Background: an optimization exercise with open tools, aiming at a short achievable clock period. Do not read the settings as production practice. No functional check of the RTL was part of this run.

--- flow/run.sh ---
#!/bin/bash
# synth_recipe.tcl (not shown) runs the flow's synth.tcl, then flattens the netlist and writes it again
# the make line also repeats each setting of config.mk as NAME=value (left out here)
make -C /OpenROAD-flow-scripts/flow DESIGN_CONFIG=/design/flow/config.mk WORK_HOME=/design/flow/orfs CLKGATE_MAP_FILE= SYNTH_SCRIPT=/design/flow/synth_recipe.tcl finish
--- flow/config.mk ---
export PLATFORM = sky130hd
export DESIGN_NAME = td4_core
export DESIGN_NICKNAME = td4_core
export VERILOG_FILES = /design/flow/design.v
export SDC_FILE = /design/flow/constraint.sdc
export NUM_CORES = 4
export LEC_CHECK = 0
export ABC_CLOCK_PERIOD_IN_PS = 1500
export CAP_MARGIN = 20
export CORE_MARGIN = 2
export CORE_UTILIZATION = 35
export SETUP_SLACK_MARGIN = 2.5
export SLEW_MARGIN = 20
export TNS_END_PERCENT = 100
--- flow/constraint.sdc ---
create_clock -name core_clock -period 4.5 [get_ports {clk}]
set_input_delay 0.9000 -clock core_clock [delete_from_list [all_inputs] [get_ports {clk}]]
set_output_delay 0.9000 -clock core_clock [all_outputs]
set_load 0.01 [all_outputs]
--- flow/design.v ---
module td4_core (
    input  wire       clk,
    input  wire       rst,           
    input  wire       prog_we,
    input  wire [3:0] prog_addr,
    input  wire [7:0] prog_wdata,
    input  wire       start,
    input  wire [4:0] prog_size,     
    input  wire [3:0] in_data,
    output reg        in_rd,
    output reg  [3:0] out_data,
    output reg        out_we,
    output reg        running,
    output reg        halted,
    output reg        aborted,
    output reg  [7:0] err_byte,
    output reg  [3:0] err_pc,
    output reg  [3:0] reg_a,
    output reg  [3:0] reg_b,
    output reg        carry,
    output reg  [4:0] pc
);
    localparam WW = 16 + 4 + 8;
    localparam F_JMP = 8, F_JNC = 9, F_ILL = 10, F_IN = 11, F_OH = 12;
    function [WW-1:0] encode(input [7:0] b);
        reg [3:0] o;
        reg [15:0] oh;
        integer i;
        begin
            o = b[7:4];
            for (i = 0; i < 16; i = i + 1)
                oh[i] = (b[3:0] == i);
            encode = {oh,
                      (o == 4'h2) || (o == 4'h6),
                      (o == 4'h8) || (o == 4'hA) || (o == 4'hC) || (o == 4'hD),
                      (o == 4'hE),
                      (o == 4'hF),
                      b};
        end
    endfunction
    reg [WW-1:0] mem [0:15];
    reg [4:0]    size;
    reg [WW-1:0] ir_raw;    
    reg          fwd;       
    reg [WW-1:0] wq;        
    reg [15:0]   pc_oh;     
    reg [15:0]   pc1_oh;    
    reg [3:0]    pc1;       
    integer k;
    wire [WW-1:0] w_new = encode(prog_wdata);
    always @(posedge clk) begin
        if (prog_we)
            mem[prog_addr] <= w_new;
        wq <= w_new;
    end
    wire [WW-1:0] ir = fwd ? wq : ir_raw;
    wire [3:0]  op     = ir[7:4];
    wire [3:0]  imm    = ir[3:0];
    wire [15:0] imm_oh = ir[F_OH +: 16];
    wire illegal = ir[F_ILL];
    wire take = ir[F_JMP] || (ir[F_JNC] && !carry);    
    wire stay = ir[F_JNC] && carry;                    
    wire inc  = !take && !stay;                        
    wire [4:0] pc_inc = pc + 5'd1;
    wire [4:0] pc_tgt = {1'b0, imm};
    wire h_inc  = (pc_inc >= size);
    wire h_tgt  = fwd ? ({1'b0, wq[3:0]} >= size) : ({1'b0, ir_raw[3:0]} >= size);
    wire h_stay = (pc >= size);
    wire h_next = take ? h_tgt : (stay ? h_stay : h_inc);
    wire [4:0] next_pc = take ? pc_tgt : (stay ? pc : pc_inc);
    reg [WW-1:0] w_tgt, w_cur, w_inc;
    always @(*) begin
        w_tgt = {WW{1'b0}};
        w_cur = {WW{1'b0}};
        w_inc = {WW{1'b0}};
        for (k = 0; k < 16; k = k + 1) begin
            w_tgt = w_tgt | ({WW{imm_oh[k]}} & mem[k]);
            w_cur = w_cur | ({WW{pc_oh[k]}}  & mem[k]);
            w_inc = w_inc | ({WW{pc1_oh[k]}} & mem[k]);
        end
    end
    wire size_nz = |prog_size;
    wire [WW-1:0] next_raw = start ? (size_nz ? mem[0] : {WW{1'b0}}) :
                             take  ? w_tgt : (stay ? w_cur : w_inc);
    wire [3:0] next_lo  = take ? imm : (stay ? pc[3:0] : pc1);
    wire       next_fwd = prog_we && (start ? (size_nz && prog_addr == 4'd0)
                                            : (prog_addr == next_lo));
    wire [3:0] pa = reg_a ^ imm, ga = reg_a & imm;
    wire [3:0] pb = reg_b ^ imm, gb = reg_b & imm;
    wire [4:0] ca, cb;
    assign ca[0] = 1'b0;
    assign ca[1] = ga[0];
    assign ca[2] = ga[1] | (pa[1] & ga[0]);
    assign ca[3] = ga[2] | (pa[2] & ga[1]) | (pa[2] & pa[1] & ga[0]);
    assign ca[4] = ga[3] | (pa[3] & ga[2]) | (pa[3] & pa[2] & ga[1]) |
                   (pa[3] & pa[2] & pa[1] & ga[0]);
    assign cb[0] = 1'b0;
    assign cb[1] = gb[0];
    assign cb[2] = gb[1] | (pb[1] & gb[0]);
    assign cb[3] = gb[2] | (pb[2] & gb[1]) | (pb[2] & pb[1] & gb[0]);
    assign cb[4] = gb[3] | (pb[3] & gb[2]) | (pb[3] & pb[2] & gb[1]) |
                   (pb[3] & pb[2] & pb[1] & gb[0]);
    wire [3:0] sum_a = pa ^ ca[3:0];
    wire [3:0] sum_b = pb ^ cb[3:0];
    reg [3:0] next_a;
    reg [3:0] next_b;
    reg       next_c;
    reg       do_out;
    reg [3:0] out_val;
    always @(*) begin
        next_a  = reg_a;
        next_b  = reg_b;
        next_c  = 1'b0;
        do_out  = 1'b0;
        out_val = out_data;
        case (op)
            4'h3: next_a = imm;
            4'h7: next_b = imm;
            4'h4: next_b = reg_a;
            4'h1: next_a = reg_b;
            4'h0: begin
                next_a = sum_a;
                next_c = ca[4];
            end
            4'h5: begin
                next_b = sum_b;
                next_c = cb[4];
            end
            4'h2: next_a = in_data;
            4'h6: next_b = in_data;
            4'h9: begin
                do_out  = 1'b1;
                out_val = reg_b;
            end
            4'hB: begin
                do_out  = 1'b1;
                out_val = imm;
            end
            default: ;
        endcase
    end
    reg run_next;
    always @(*) begin
        if (rst)
            run_next = 1'b0;
        else if (start)
            run_next = 1'b1;
        else
            run_next = running && !illegal && !h_next;
    end
    always @(posedge clk) begin
        running <= run_next;
        in_rd   <= run_next && (next_fwd ? w_new[F_IN] : next_raw[F_IN]);
        if (rst) begin
            halted   <= 1'b0;
            aborted  <= 1'b0;
            size     <= 5'd0;
            reg_a    <= 4'd0;
            reg_b    <= 4'd0;
            carry    <= 1'b0;
            pc       <= 5'd0;
            out_data <= 4'd0;
            out_we   <= 1'b0;
            err_byte <= 8'd0;
            err_pc   <= 4'd0;
        end else if (start) begin
            halted   <= 1'b0;
            aborted  <= 1'b0;
            size     <= prog_size;
            reg_a    <= 4'd0;
            reg_b    <= 4'd0;
            carry    <= 1'b0;
            pc       <= 5'd0;
            out_we   <= 1'b0;
            err_byte <= 8'd0;
            err_pc   <= 4'd0;
        end else if (running) begin
            if (illegal) begin
                aborted  <= 1'b1;
                err_byte <= ir[7:0];
                err_pc   <= pc[3:0];
                out_we   <= 1'b0;
            end else begin
                reg_a    <= next_a;
                reg_b    <= next_b;
                carry    <= next_c;
                pc       <= next_pc;
                out_data <= out_val;
                out_we   <= do_out;
                if (h_next)
                    halted <= 1'b1;
            end
        end else begin
            out_we <= 1'b0;
        end
    end
    always @(posedge clk) begin
        ir_raw <= next_raw;
        fwd    <= next_fwd;
        if (start) begin
            pc_oh  <= 16'd1;
            pc1_oh <= 16'd2;
            pc1    <= 4'd1;
        end else begin
            pc_oh  <= take ? imm_oh : (stay ? pc_oh : pc1_oh);
            pc1_oh <= take ? {imm_oh[14:0], imm_oh[15]} :
                      (stay ? pc1_oh : {pc1_oh[14:0], pc1_oh[15]});
            pc1    <= next_pc[3:0] + 4'd1;
        end
    end
endmodule
==> reports/qor.yml <==
row_count: 100
finalInstanceArea_um2: 34280
hpwlAfterDp_um: 57860
grt_util_all_layers: 0.3197
skew_ns: 0.02298
ys_seq_area_frac: 0.5969
placed_area_um2: 28590
register_area_um2: 15880
period_needed_ns: 2.480
max-slew-margin-rel: 0.2621
fin_ws_ns: 2.020
max_freq_ghz: 0.4032
syn-num-nets: 2084
grt_pass1_vias: 23540
cts_buffer_depth: 3
worstPathArrival_ns: 2.95
syn-instance-count: 2029
htree_levels: 2
maxSlewViolCount: 0
cts_tree: "yes"
crit_path_end_kind: "register"
nets: 2296
synth_edf_count: 448
dpl.cell_count: 2939
top_layer_used: "met5"
die_w_um: 278.6
fin_tns_setup_ns: 0
grt_max_degree: 70
coreArea_um2: 74570
place.gp.congestion: 0.9468
grt_pass1_wl_um: 178000
async_reset_ff_frac: 0
leakage_nw: 11.09
worst_pin_slew_ns: 1.107
status: "no timing/DRC/antenna violations"
fp.dieH_um: 278.6
rsz0062_at_grt: "true"
r2r_start: "fwd$_DFF_P_"
final_cell_mix: "edfxtp_1 (448), a22o_1 (291), a221oi_1 (206), buf_4 (140), a22oi_1 (96)"
p_seq_frac: 0.440
cp.required_ns: 4.97
synth_area_per_cell_um2: 13.01
antenna_found_initial: 6
initial_core_util: 0.3540
clk_pin_slew_ns: 0.06
hold_viol: 0
timing.hold.ws_ns: 0.4996
setup_viol: 0
clock-sinks: 563
num-fill-cells: 6418
p_sw_frac: 0.3051
power_frac_comb: 0.198
drt_iter0_markers: 5302
layout_commonest_cell: "edfxtp_1"
drc: 0
cp-start-kind: "register"
routed_wl_um: 128200
met3WireLength_um: 23060
wl_met1_um: 42180
reg2reg_depth: 8
ys_ff_latch: 563
vias: 24810
hp-class: "register to register"
io_pins: 60
netlist_area_um2: 26400
routed_via_density: 7.598
post-route-util: 0.4596
fin_cells: 3265
hold_start: "halted$_SDFFE_PP0P_"
ant_nets: 0
p_sw_mw: 4.270
clockRootBuffer: "clkbuf_16"
fin_crit_sh: 0.5512
drive_above_1_share: 0.2946
pre_cts_slack_ns: 1.055
cts_inserted_buffers: 58
wl_met2_um: 51980
p_per_area_nw_per_um2: 408.3
p_int_mw: 9.726
power_mw: 14.00
clkPwrFrac: 0.362
peakVddDrop_mv: 0.3230
syn2layout_area_growth_pct: 29.85
ys_types: 70
grt-ovfl-total: 0
clock_latency_ns: 0.67
path_max_fanout: 8
maxCapViolations: 0
path_class: "register to register"
multi_input_area_um2: 11790
port-buffer-count: 59
setup.worst_path.start: "fwd$_DFF_P_"
dieArea_um2: 77630
firstDrtPassIters: 15
wl_per_cell_um: 39.27
min_path_cells: 2
synthFlopType: "edfxtp_1"
ys.warnings.count: 1
[kinds of logic after synthesis]
group | count (synthesis) | synth area share
buffers and inverters | 213 | 0.03598
multiplexers | 49 | 0.02337
AND/OR/NAND/NOR | 321 | 0.06053
flip-flops | 563 | 0.5969
XOR/XNOR | 16 | 0.005309
AO/OA/AOI/OAI | 837 | 0.2632
adder cells (fa/ha/maj) | 30 | 0.01479
[critical path, cell delays in order (launching register included)]
cell and delay, ns:
dfxtp_4 0.46, buf_12 0.17, buf_16 0.15, mux2_8 0.47
a22o_1 0.23, a221oi_2 0.21, nand4_1 0.13, a222oi_1 0.29
o22ai_1 0.18
[final cells by class]
| cell class | count | area share |
|---|---|---|
| Antenna cell | 5 | 0.0003650 |
| Clock buffer | 70 | 0.04457 |
| Tap cell | 969 | 0.03537 |
| Multi-Input combinational cell | 1294 | 0.3440 |
| Clock inverter | 40 | 0.01263 |
| Sequential cell | 563 | 0.4634 |
| Inverter | 25 | 0.002957 |
| Timing Repair Buffer | 299 | 0.09666 |
[state kept, by name (all words and copies together), names as in the netlist]
| name | cells |
|---|---|
| mem | 448 |
| ir_raw | 27 |
| wq | 27 |
| pc_oh | 15 |
| err_byte | 8 |
| pc | 5 |
| size | 5 |
| err_pc | 4 |
| out_data | 4 |
| pc1 | 4 |
| reg_a | 4 |
| reg_b | 4 |
| aborted | 1 |
| carry | 1 |
| fwd | 1 |
| halted | 1 |
| in_rd | 1 |
| out_we | 1 |
| pc1_oh | 1 |
| running | 1 |
[what timing repair did]
| item | 4_1_cts | 5_1_grt |
|---|---|---|
| pin swaps | 89 | 66 |
| hold buffers | 0 | 0 |
| setup buffers | 126 | 33 |
| gates cloned | 48 | 4 |
| gates resized for setup | 424 | 92 |
| endpoints found under the setup margin | 873 | 308 |
[power by group through the flow]
stage	Clock (mW)	Combinational [mW]	Sequential [mW]
global route	5.28	2.78	6.14
global placement	0	1.91	6.19
detailed placement	0	1.94	6.19
floorplan	0	1.45	5.93
CTS	5.07	2.45	6.11
finish	5.06	2.77	6.16
[cells in the mapped netlist, types with 8 or more instances]
library cell / n / area [um2]
xor2_1: 8 / 70.07
buf_2: 33 / 165.2
nand2b_1: 15 / 93.84
a22o_1: 292 / 2557
dfxtp_1: 115 / 2302
xnor2_1: 8 / 70.07
a22oi_1: 96 / 720.7
mux2i_1: 24 / 240.2
buf_1: 27 / 101.4
a211oi_1: 19 / 142.6
nand3_1: 27 / 135.1
nor3_1: 18 / 90.09
a221oi_1: 290 / 2540
o21ai_1: 8 / 40.04
inv_1: 24 / 90.09
o22ai_1: 19 / 118.9
nor2_1: 102 / 382.9
nand2_1: 49 / 183.9
mux2_4: 11 / 165.2
a21oi_1: 35 / 175.2
edfxtp_1: 448 / 13450
ha_1: 28 / 350.3
o21ai_0: 22 / 110.1
clkbuf_1: 112 / 420.4
a222oi_1: 32 / 320.3
buf_6: 13 / 146.4
nand4_1: 78 / 488.0
[per-layer routing]
| metal | global-route usage | vias up |
|---|---|---|
| met5 | 0.006254 | - |
| met4 | 0.1958 | 8 |
| met3 | 0.1682 | 854 |
| met2 | 0.4516 | 2775 |
| met1 | 0.3823 | 11960 |
| li1 | - | 9210 |
[worst paths after layout]
path / end / slack, ns
max reg2reg: ir_raw[2]$_DFF_P_ / 2.02
max: ir_raw[2]$_DFF_P_ / 2.02
min reg2reg: halted$_SDFFE_PP0P_ / 0.50
min: halted$_SDFFE_PP0P_ / 0.50

## separate check: timing with driven ports
No port has a modelled driver above. Below, the same layout with a new extraction and two added sets of constraints.
Step 1: set_driving_cell puts a clkbuf_16 on clk and a buf_2 on each other input, an assumption about the parent block.
Step 2, shift: input delay + t, output delay - t, t = (earliest + latest rising clock arrival at the registers) / 2. This alone moves slack from input paths to output paths.
Slacks: ideal / step 1 / step 2; pairs: ideal / step 1.
t (ns): 0.728
slack for setup (ns): 2.020 / 2.020 / 1.570
worst setup path after step 2: input to register
After both steps this run still meets setup and hold. For this run, drivers alone change the setup slack by 0.000 ns; drivers and shift together by -0.450 ns.
